Background: an optimization exercise with open tools, aiming at a short achievable clock period and few clock cycles. Do not read the settings as production practice. Only the layout flow was run in this run; the RTL was not checked for function there. Power is estimated from default activity; no workload was simulated.

**design/flow/config.mk**
```make
export PLATFORM = sky130hd
export DESIGN_NAME = lerc2_bs_stream
export DESIGN_NICKNAME = lerc2_bs_stream
export VERILOG_FILES = /design/flow/design.v
export SDC_FILE = /design/flow/constraint.sdc
export NUM_CORES = 4
export LEC_CHECK = 0
export ABC_CLOCK_PERIOD_IN_PS = 2500
export CAP_MARGIN = 20
export CORE_MARGIN = 2
export CORE_UTILIZATION = 40
export PLACE_DENSITY = 0.6
export SETUP_SLACK_MARGIN = 5
export SLEW_MARGIN = 20
```
**design/flow/constraint.sdc**
```tcl
create_clock -name core_clock -period 9.0 [get_ports {clk}]
set_input_delay 1.8000 -clock core_clock [delete_from_list [all_inputs] [get_ports {clk}]]
set_output_delay 1.8000 -clock core_clock [all_outputs]
set_load 0.01 [all_outputs]
```
**design/flow/design.v**
```verilog
module lerc2_bs_stream (
    input  wire        clk,
    input  wire        rst,
    input  wire        start,
    output wire        start_ready,
    input  wire [31:0] total,
    input  wire [31:0] len,
    input  wire        in_valid,
    output wire        in_ready,
    input  wire [31:0] in_data,
    output wire        code_valid,
    input  wire        code_ready,
    output wire [31:0] code_data,
    output reg         done,
    output reg  [1:0]  err,
    output reg  [7:0]  err_arg
);
    localparam [1:0] E_OK = 2'd0, E_TRUNC = 2'd1, E_WIDTH = 2'd2, E_FIELD = 2'd3;
    localparam [1:0] P_A = 2'd0, P_B1 = 2'd1, P_B2 = 2'd2, P_STOP = 2'd3;
    reg         active;          
    assign start_ready = !active;
    wire        accept = start && !active;
    reg [255:0] mem;
    reg [3:0]   wpw;             
    reg         in_rdy;
    assign in_ready = in_rdy;
    wire        wr = in_valid && in_rdy;
    wire [5:0]  wpb = {wpw, 2'b00};
    wire [511:0] mem2 = {mem, mem};
    reg         q_end   [0:1];
    reg [5:0]   q_w     [0:1];
    reg         q_z     [0:1];   
    reg [31:0]  q_c     [0:1];
    reg         q_one   [0:1];   
    reg [31:0]  q_k     [0:1];
    reg [8:0]   q_s     [0:1];   
    reg [31:0]  q_m     [0:1];   
    reg [1:0]   q_err   [0:1];
    reg [7:0]   q_arg   [0:1];
    reg         q_rd, q_wr;      
    reg [1:0]   q_n;             
    wire        q_full  = q_n[1];
    wire        q_ne    = (q_n != 2'd0);
    reg [1:0]   pst;
    reg         first;           
    reg [31:0]  rem;             
    reg [31:0]  left;            
    reg [33:0]  gap;             
    reg [5:0]   pp;              
    reg [5:0]   hw;
    reg [31:0]  hc, hk;
    reg         h0;              
    reg         hone;            
    reg         cgt;             
    reg [8:0]   hs;
    reg [31:0]  hm;
    reg [34:0]  p0, p1;          
    wire [71:0] hb_mem = mem2 >> {pp[4:0], 3'b000};
    wire        a_byp  = first && wr && (wpw == 4'd1);
    wire [71:0] hb     = a_byp ? {8'd0, in_data, mem[31:0]} : hb_mem;
    wire [7:0]  b0 = hb[7:0];
    wire [31:0] bc = hb[39:8];
    wire [31:0] bk = hb[71:40];
    wire rem0   = (rem == 32'd0);
    wire rem_l5 = (rem < 32'd5);
    wire rem_l9 = (rem < 32'd9);
    wire gap1   = !gap[33] && (gap[32:0] >= 33'd1);
    wire gap5   = (!gap[33] && (gap[32:0] >= 33'd5)) || a_byp;
    wire gap9   = !gap[33] && (gap[32:0] >= 33'd9);
    reg         a_end, a_go;
    reg [1:0]   a_err;
    reg [7:0]   a_arg;
    always @(*) begin
        a_end = 1'b0; a_go = 1'b0; a_err = E_OK; a_arg = 8'd0;
        if (left == 32'd0) begin
            a_end = 1'b1;
        end else if (rem0) begin
            a_end = 1'b1; a_err = E_TRUNC;
        end else if (gap1) begin
            if (b0 > 8'd32) begin
                a_end = 1'b1; a_err = E_WIDTH; a_arg = b0;
            end else if (rem_l5) begin
                a_end = 1'b1; a_err = E_TRUNC;
            end else if (gap5) begin
                if (bc == 32'd0) begin
                    a_end = 1'b1; a_err = E_FIELD; a_arg = 8'd13;
                end else if (b0 == 8'd0) begin
                    if (rem_l9) begin
                        a_end = 1'b1; a_err = E_TRUNC;
                    end else if (gap9) begin
                        a_go = 1'b1;
                    end
                end else begin
                    a_go = 1'b1;
                end
            end
        end
    end
    wire [39:0] hl8   = h0 ? 40'd72 : 40'd40;
    wire [39:0] x40   = {5'd0, p0} + {2'd0, p1, 3'b000};
    wire [39:0] r_t   = {5'd0, rem, 3'b000} - {5'd0, p0} - {2'd0, p1, 3'b000} - hl8;
    wire        b2_bad_t = r_t[39];
    wire        b2_ok    = !cgt && !b2_bad_t;
    wire [39:0] g_t   = {{3{gap[33]}}, gap, 3'b000} - {5'd0, p0} - {2'd0, p1, 3'b000} - hl8
                        + (wr ? 40'd32 : 40'd0);
    wire [8:0]  x_lo  = p0[8:0] + {p1[5:0], 3'b000};
    wire [8:0]  adv_lo = x_lo + (h0 ? 9'd79 : 9'd47);
    reg         bv;              
    reg [5:0]   bw;
    reg         bz;              
    reg [31:0]  bcnt;
    reg         bone;            
    reg [31:0]  bkr;
    reg [31:0]  bm;
    reg [8:0]   es;              
    reg         end_pend;
    reg [1:0]   end_err;
    reg [7:0]   end_arg;
    reg         x1v;
    reg [39:0]  x1d;
    reg [2:0]   x1sh;
    reg [31:0]  x1m, x1k;
    reg         ov, sv;
    reg [31:0]  od, sd;
    assign code_valid = ov;
    assign code_data  = od;
    wire [5:0] fb    = es[8:3];                  
    wire [5:0] av_d  = wpb - fb - 6'd5;          
    wire       avail = !av_d[5];
    wire       room  = !(x1v && ov && sv);
    wire       fire  = bv && room && (bz || avail);
    wire       last  = fire && bone;
    wire       slot_free = !bv || last;
    wire       h_end = q_end[q_rd];
    wire       b2_go = (pst == P_B2) && !q_full;
    wire       load_q   = slot_free && q_ne && !h_end;
    wire       load_b   = slot_free && !q_ne && b2_go;       
    wire       take_end = slot_free && q_ne && h_end && !end_pend;
    wire       q_pop  = load_q || take_end;
    wire       a_push = (pst == P_A) && a_end && !q_full;
    wire       b2_push = b2_go && !(load_b && b2_ok);
    wire       q_push = a_push || b2_push;
    wire [39:0] xw   = mem2 >> {fb[4:0], 3'b000};
    wire [39:0] x1n  = {xw[7:0], xw[15:8], xw[23:16], xw[31:24], xw[39:32]};
    wire [39:0] xs   = x1d >> x1sh;
    wire [31:0] code = (xs[31:0] & x1m) | x1k;
    wire [5:0] sp_w  = wpb + 6'd4 - fb;
    wire [5:0] sp_nw = wpb - fb;
    always @(posedge clk) begin
        if (rst) begin
            active   <= 1'b0;
            wpw      <= 4'd0;
            in_rdy   <= 1'b0;
            q_rd     <= 1'b0;
            q_wr     <= 1'b0;
            q_n      <= 2'd0;
            pst      <= P_STOP;
            first    <= 1'b0;
            rem      <= 32'd0;
            left     <= 32'd0;
            gap      <= 34'd0;
            pp       <= 6'd0;
            bv       <= 1'b0;
            es       <= 9'd0;
            end_pend <= 1'b0;
            x1v      <= 1'b0;
            ov       <= 1'b0;
            sv       <= 1'b0;
            done     <= 1'b0;
            err      <= E_OK;
            err_arg  <= 8'd0;
        end else begin
            done <= 1'b0;
            if (wr) begin
                mem[{wpw[2:0], 5'd0} +: 32] <= in_data;
                wpw <= wpw + 4'd1;
            end
            if (active)
                in_rdy <= wr ? (sp_w <= 6'd28) : (sp_nw <= 6'd28);
            if (pst == P_A) begin
                hw  <= b0[5:0];
                hc  <= bc;
                hk  <= (b0 == 8'd0) ? bk : 32'd0;
                h0  <= (b0 == 8'd0);
                if (a_go) begin
                    pst   <= P_B1;
                    first <= 1'b0;
                end else if (a_push) begin
                    pst   <= P_STOP;
                end
            end
            if (pst == P_B1) begin
                p0   <= {3'd0, hc} * {32'd0, hw[2:0]};
                p1   <= {3'd0, hc} * {32'd0, hw[5:3]};
                cgt  <= (hc > left);
                hone <= (hc == 32'd1);
                hs   <= {pp + (h0 ? 6'd9 : 6'd5), 3'b000} + {3'd0, hw} - 9'd33;
                hm   <= h0 ? 32'd0 : (32'hFFFF_FFFF >> (6'd32 - hw));
                pst  <= P_B2;
            end
            if (b2_go) begin
                rem  <= r_t[34:3];
                left <= left - hc;
                pp   <= pp + adv_lo[8:3];
                pst  <= b2_ok ? P_A : P_STOP;
            end
            if (b2_go)
                gap <= g_t[36:3];
            else if (wr)
                gap <= gap + 34'd4;
            if (!q_full) begin
                q_end[q_wr] <= (pst == P_A) || !b2_ok;
                q_w[q_wr]   <= hw;
                q_z[q_wr]   <= h0;
                q_c[q_wr]   <= hc;
                q_one[q_wr] <= hone;
                q_k[q_wr]   <= hk;
                q_s[q_wr]   <= hs;
                q_m[q_wr]   <= hm;
                q_err[q_wr] <= (pst == P_A) ? a_err : (cgt ? E_FIELD : E_TRUNC);
                q_arg[q_wr] <= (pst == P_A) ? a_arg : (cgt ? 8'd13 : 8'd0);
            end
            if (q_push) q_wr <= !q_wr;
            if (q_pop)  q_rd <= !q_rd;
            q_n <= q_n + {1'b0, q_push} - {1'b0, q_pop};
            if (fire) begin
                bcnt <= bcnt - 32'd1;
                bone <= (bcnt == 32'd2);
                es   <= es + {3'd0, bw};
                x1d  <= x1n;
                x1sh <= ~es[2:0];
                x1m  <= bm;
                x1k  <= bkr;
            end
            if (slot_free) begin
                if (q_ne) begin
                    bw   <= q_w[q_rd];
                    bz   <= q_z[q_rd];
                    bcnt <= q_c[q_rd];
                    bone <= q_one[q_rd];
                    bkr  <= q_k[q_rd];
                    bm   <= q_m[q_rd];
                end else begin
                    bw   <= hw;
                    bz   <= h0;
                    bcnt <= hc;
                    bone <= hone;
                    bkr  <= hk;
                    bm   <= hm;
                end
                bv <= load_q || (load_b && b2_ok);
            end
            if (load_q)
                es <= q_s[q_rd];
            else if (load_b)
                es <= hs;
            if (take_end) begin
                end_pend <= 1'b1;
                end_err  <= q_err[q_rd];
                end_arg  <= q_arg[q_rd];
            end
            if (ov && !code_ready) begin
                if (x1v && !sv) begin
                    sd <= code;
                    sv <= 1'b1;
                    x1v <= fire;
                end else begin
                    x1v <= x1v || fire;
                end
            end else if (sv) begin
                od <= sd;
                ov <= 1'b1;
                if (x1v) begin
                    sd <= code;
                    x1v <= fire;
                end else begin
                    sv <= 1'b0;
                    x1v <= fire;
                end
            end else if (x1v) begin
                od <= code;
                ov <= 1'b1;
                x1v <= fire;
            end else begin
                ov <= 1'b0;
                x1v <= fire;
            end
            if (active && end_pend && !x1v && !sv && (!ov || code_ready)) begin
                done     <= 1'b1;
                err      <= end_err;
                err_arg  <= end_arg;
                active   <= 1'b0;
                in_rdy   <= 1'b0;
                pst      <= P_STOP;
                bv       <= 1'b0;
                end_pend <= 1'b0;
            end
            if (accept) begin
                active   <= 1'b1;
                in_rdy   <= 1'b1;
                wpw      <= 4'd0;
                q_rd     <= 1'b0;
                q_wr     <= 1'b0;
                q_n      <= 2'd0;
                pst      <= P_A;
                first    <= 1'b1;
                rem      <= len;
                left     <= total;
                gap      <= 34'd0;
                pp       <= 6'd0;
                bv       <= 1'b0;
                es       <= 9'd0;
                end_pend <= 1'b0;
            end
        end
    end
endmodule
```
**design/flow/run.sh**
```bash
#!/bin/bash
# synth_recipe.tcl (not shown) runs the flow's synth.tcl, then flattens the netlist and writes it again
# the make line also repeats each setting of config.mk as NAME=value (left out here)
make -C /OpenROAD-flow-scripts/flow DESIGN_CONFIG=/design/flow/config.mk WORK_HOME=/design/flow/orfs CLKGATE_MAP_FILE= SYNTH_SCRIPT=/design/flow/synth_recipe.tcl finish
```
==> run_results.csv <==
group,metric,value,unit
synth,syn_avg_cell_area,10.91,µm²
synth,syn-num-nets,7950,
sta,slew_headroom,17.20,%
sta,fin_skew,0.06846,ns
critical_path,slowest_stage,"or4b_4",
synth,synth_edf_count,972,
final_layout,instances_no_fill,10337,
floorplanning,die_h,452.8,µm
sta,hold_viol_final,0,
grt,antenna_found_initial,33,
final_layout,nets,8133,
clocking,cts_max_level,4,
synth,ys_dominant_reg_cell,"edfxtp_1",
sta,finalCriticalPeriod,6.204,ns
clocking,cts.clk_slew.worst_paths,0.06,ns
routing,dr.pass1.iters,10,
pwr,switching_share,38.84,%
floorplanning,dieWidth,452.8,µm
sta,rsz0062_at_grt,"true",
floorplanning,coreArea,199900,µm²
critical_path,critPathTopFamily,"compound AO/OA/AOI/OAI gates",
clocking,cts-hold-fix-buffers,0,
pwr,clock_power_share,24.9,%
placement,place_hpwl,209300,µm
sta,fin_ws,2.796,ns
grt,grt_pass1_wl,452400,µm
clocking,clk_latency,0.83,ns
pwr,leakage,35.03,nW
routing,drc,0,
routing,postRouteAntennaNets,0,
critical_path,worstPathMaxFanout,3,
floorplanning,design.die.area,205000,µm²
grt,grt_max_degree,158,
sta,max_slew.worst_pin.slew,1.233,ns
placement,place_congestion,0.9775,
pwr,p_int,13.83,mW
floorplanning,initial_core_util,40.31,%
clocking,cts_tree,"done",
sta,fmax,0.1612,GHz
critical_path,path_common_cell,"ha_4",
clocking,clockBufferDepth,3,
critical_path,regToRegSetupSlack,2.80,ns
grt,grt.overflow.total,0,
routing,wl,320300,µm
pwr,power.switching,8.783,mW
clocking,numCtsBuffers,134,
hold_path,hold_path.class,"reg2reg",
critical_path,cpPeakStageDelay,0.49,ns
final_layout,drive_gt1_share,22.39,%
clocking,clock_sinks,1115,
synth,yosysTopAreaCell,"edfxtp_1",
placement,post-place-cells,9745,
sta,timing.final.crit_share,68.93,%
pwr,peakVddDrop,203.9,µV
grt,grt_usage,30.15,%
pwr,powerDensity,237.1,nW/µm²
final_layout,final_core_util,47.71,%
routing,routedWlPerCell,30.99,µm
critical_path,arrival,6.88,ns
critical_path,cp.buffers_inverters,3,
routing,first_iter_violations,8598,
pwr,power.total,22.61,mW
sta,setup_viol,0,
placement,io_buffers,146,
pwr,seqPwrFrac,31.1,%
routing,viasPerCell,6.404,
synth,synth_top_area_share,36.23,%
routing,dr_total_vias,66200,
synth,yosysUniqueCellTypes,92,
sta,slew_viol_final,0,
synth,ys_seq_area_share,39.79,%
critical_path,end_kind,"flop",
floorplanning,ios,147,
grt,grt_pass1_vias,62758,
synth,async_reset_ff_share,0,%
job,maxCapViolCount,0,
status,status,"finished clean",
synth,synthCells,7386,
critical_path,required,9.67,ns
synth,syn_area,80560,µm²
critical_path,worstSetupPathType,"reg2reg",
floorplanning,num_rows,164,
placement,dp_slack,1.877,ns
sta,fin_tns_setup,0,ns
pwr,p_comb_share,44.0,%
synth,synthTopCellsByArea,"edfxtp_1, mux4_2, ha_1, mux2i_1, nand2_1",
synth,yosysWarningCount,1,
final_layout,area_growth,18.37,%
synth,ys_ff_latch,1115,
clocking,root_buffer,"clkbuf_16",
critical_path,worstSetupStartpointType,"flop",
## synth_stat cells, types with 29 or more instances
| cell | instances |
|---|---|
| nand2_1 | 767 |
| xor2_1 | 91 |
| and2_1 | 32 |
| inv_1 | 447 |
| and3_1 | 39 |
| nor3_1 | 90 |
| o211ai_1 | 60 |
| edfxtp_1 | 972 |
| mux2_2 | 151 |
| o21a_1 | 37 |
| dfxtp_1 | 143 |
| buf_1 | 102 |
| nor2b_1 | 89 |
| o21ai_0 | 361 |
| fa_1 | 105 |
| ha_1 | 358 |
| a21oi_1 | 402 |
| buf_2 | 40 |
| a31oi_1 | 34 |
| o22ai_1 | 80 |
| mux4_2 | 455 |
| xnor2_1 | 185 |
| nand4_1 | 29 |
| nor2_1 | 483 |
| mux2i_1 | 380 |
| clkbuf_1 | 379 |
| nor4_1 | 45 |
| a311oi_1 | 43 |
| nand2b_1 | 36 |
| a22o_1 | 264 |
| nand3_1 | 91 |
| a21o_1 | 129 |
| a211oi_1 | 131 |
## routing by layer
metal	vias up	GRT usage, %	wire [µm]
met1	33076	40.20	126800
met3	988	7.998	34470
met4	24	17.19	21630
met2	3975	44.25	137200
met5	-	0	159
li1	28137	-	-
## power by group through the flow
| stage | registers (mW) | logic, mW | clock network [mW] |
|---|---|---|---|
| 5_1_grt | 7.07 | 10.6 | 5.92 |
| 2_1_floorplan | 6.81 | 6.01 | 0 |
| 3_5_place_dp | 7.15 | 8.19 | 0 |
| 4_1_cts | 7.01 | 9.18 | 5.72 |
| 3_3_place_gp | 7.14 | 8.12 | 0 |
| 6_report | 7.02 | 9.96 | 5.63 |
## cells by family after synthesis
kind of cell / synth area share, %
adder cells (fa/ha/maj): 8.169
flip-flops: 39.79
buffers and inverters: 5.365
XOR/XNOR: 3.001
AO/OA/AOI/OAI: 14.34
multiplexers: 19.58
AND/OR/NAND/NOR: 9.765
## cell type report
| cell class | count | area, µm² |
|---|---|---|
| fillers | 17939 | 104500 |
| clock buffers | 164 | 3497 |
| inverters | 452 | 1750 |
| flip-flops and latches | 1115 | 32090 |
| multi-input cells | 5244 | 46670 |
| repair buffers | 622 | 6928 |
| diodes | 9 | 22.52 |
| well taps | 2656 | 3323 |
| clock inverters | 75 | 1066 |
## timing repair
item | in CTS | in global routing
buffers inserted | 211 | 96
pin swaps | 187 | 187
gates cloned | 24 | 10
setup endpoints to repair | 480 | 248
gates resized for setup | 445 | 244
## per-stage QoR
step / cell area (µm²) / hold slack [ns]
floorplan: 80860 / 0.4003
global placement: 84200 / 0.4011
detailed placement: 84200 / 0.4045
CTS: 93200 / 0.4005
global route: 95340 / 0.4184
finish: 95360 / 0.4023
## cells in the final DEF (no fill, tap or decap), types with 47 or more instances in the layout
cell             synthesis  layout
edfxtp_1               972     972
nand2_1                767     734
mux4_2                 455     455
nor2_1                 483     445
inv_1                  447     415
mux2i_1                380     375
a21oi_1                402     346
ha_1                   358     319
buf_4                   25     306
o21ai_0                361     300
a22o_1                 264     264
xnor2_1                185     173
mux2_2                 151     151
clkdlybuf4s50_1          0     143
clkbuf_16                0     142
dfxtp_1                143     130
a21o_1                 129     129
a211oi_1               131     101
fa_1                   105      98
xor2_1                  91      87
nand3_1                 91      86
nor2b_1                 89      82
o22ai_1                 80      79
nor3_1                  90      76
buf_6                   25      66
o211ai_1                60      60
a21oi_2                  0      47
## worst reg2reg max path: cells and delay by family (launching register included)
family	cells	cell delay, ns
buffers and inverters	3	0.17
AOI/OAI and AO/OA	9	1.83
adders and majority gates	5	1.26
muxes	1	0.25
xor gates and xnor gates	3	0.41
and+or+nand+nor	10	1.79
DFF	1	0.34
## path summary, 6_finish.rpt
check / start / end / depth (start not counted)
worst max-delay path: p0[3] / q_n[1] / 31
worst min-delay path: bkr[7] / x1k[7] / 0
worst max register to register: p0[3] / q_n[1] / 31
worst min register to register: bkr[7] / x1k[7] / 0
## flip-flops by register name, indices dropped and copies added, names as in the netlist, 34 cells and up, named ones only
register  flops
mem         256
q_c          64
q_k          64
q_m          64
x1d          39
p0           35
p1           35
gap          34

## static timing again, ports no longer ideal
The flow's constraints put no driver on any port. The routed layout listed below was extracted and timed again, unchanged, in two steps.
Step 1 sets driving cells, clkbuf_16 on the clock port and buf_2 on the other inputs (assumed; they add their load-dependent delay and slew).
Step 2 moves the port delays by t, midway between the first and last clock arrival at a register: inputs arrive t later, outputs are due t later. That takes back most of the time a late clock gives input paths.
Slacks: ideal / step 1 / step 2; pairs: ideal / step 1.
t, ns: 0.888
slack for setup (ns): 2.796 / 2.796 / 2.793
worst register clock-pin slew, ns: 0.07 / 0.07
After both steps setup and hold are still met in this run. For this run, drivers alone change the setup slack by 0.000 ns; drivers and shift together by -0.003 ns.
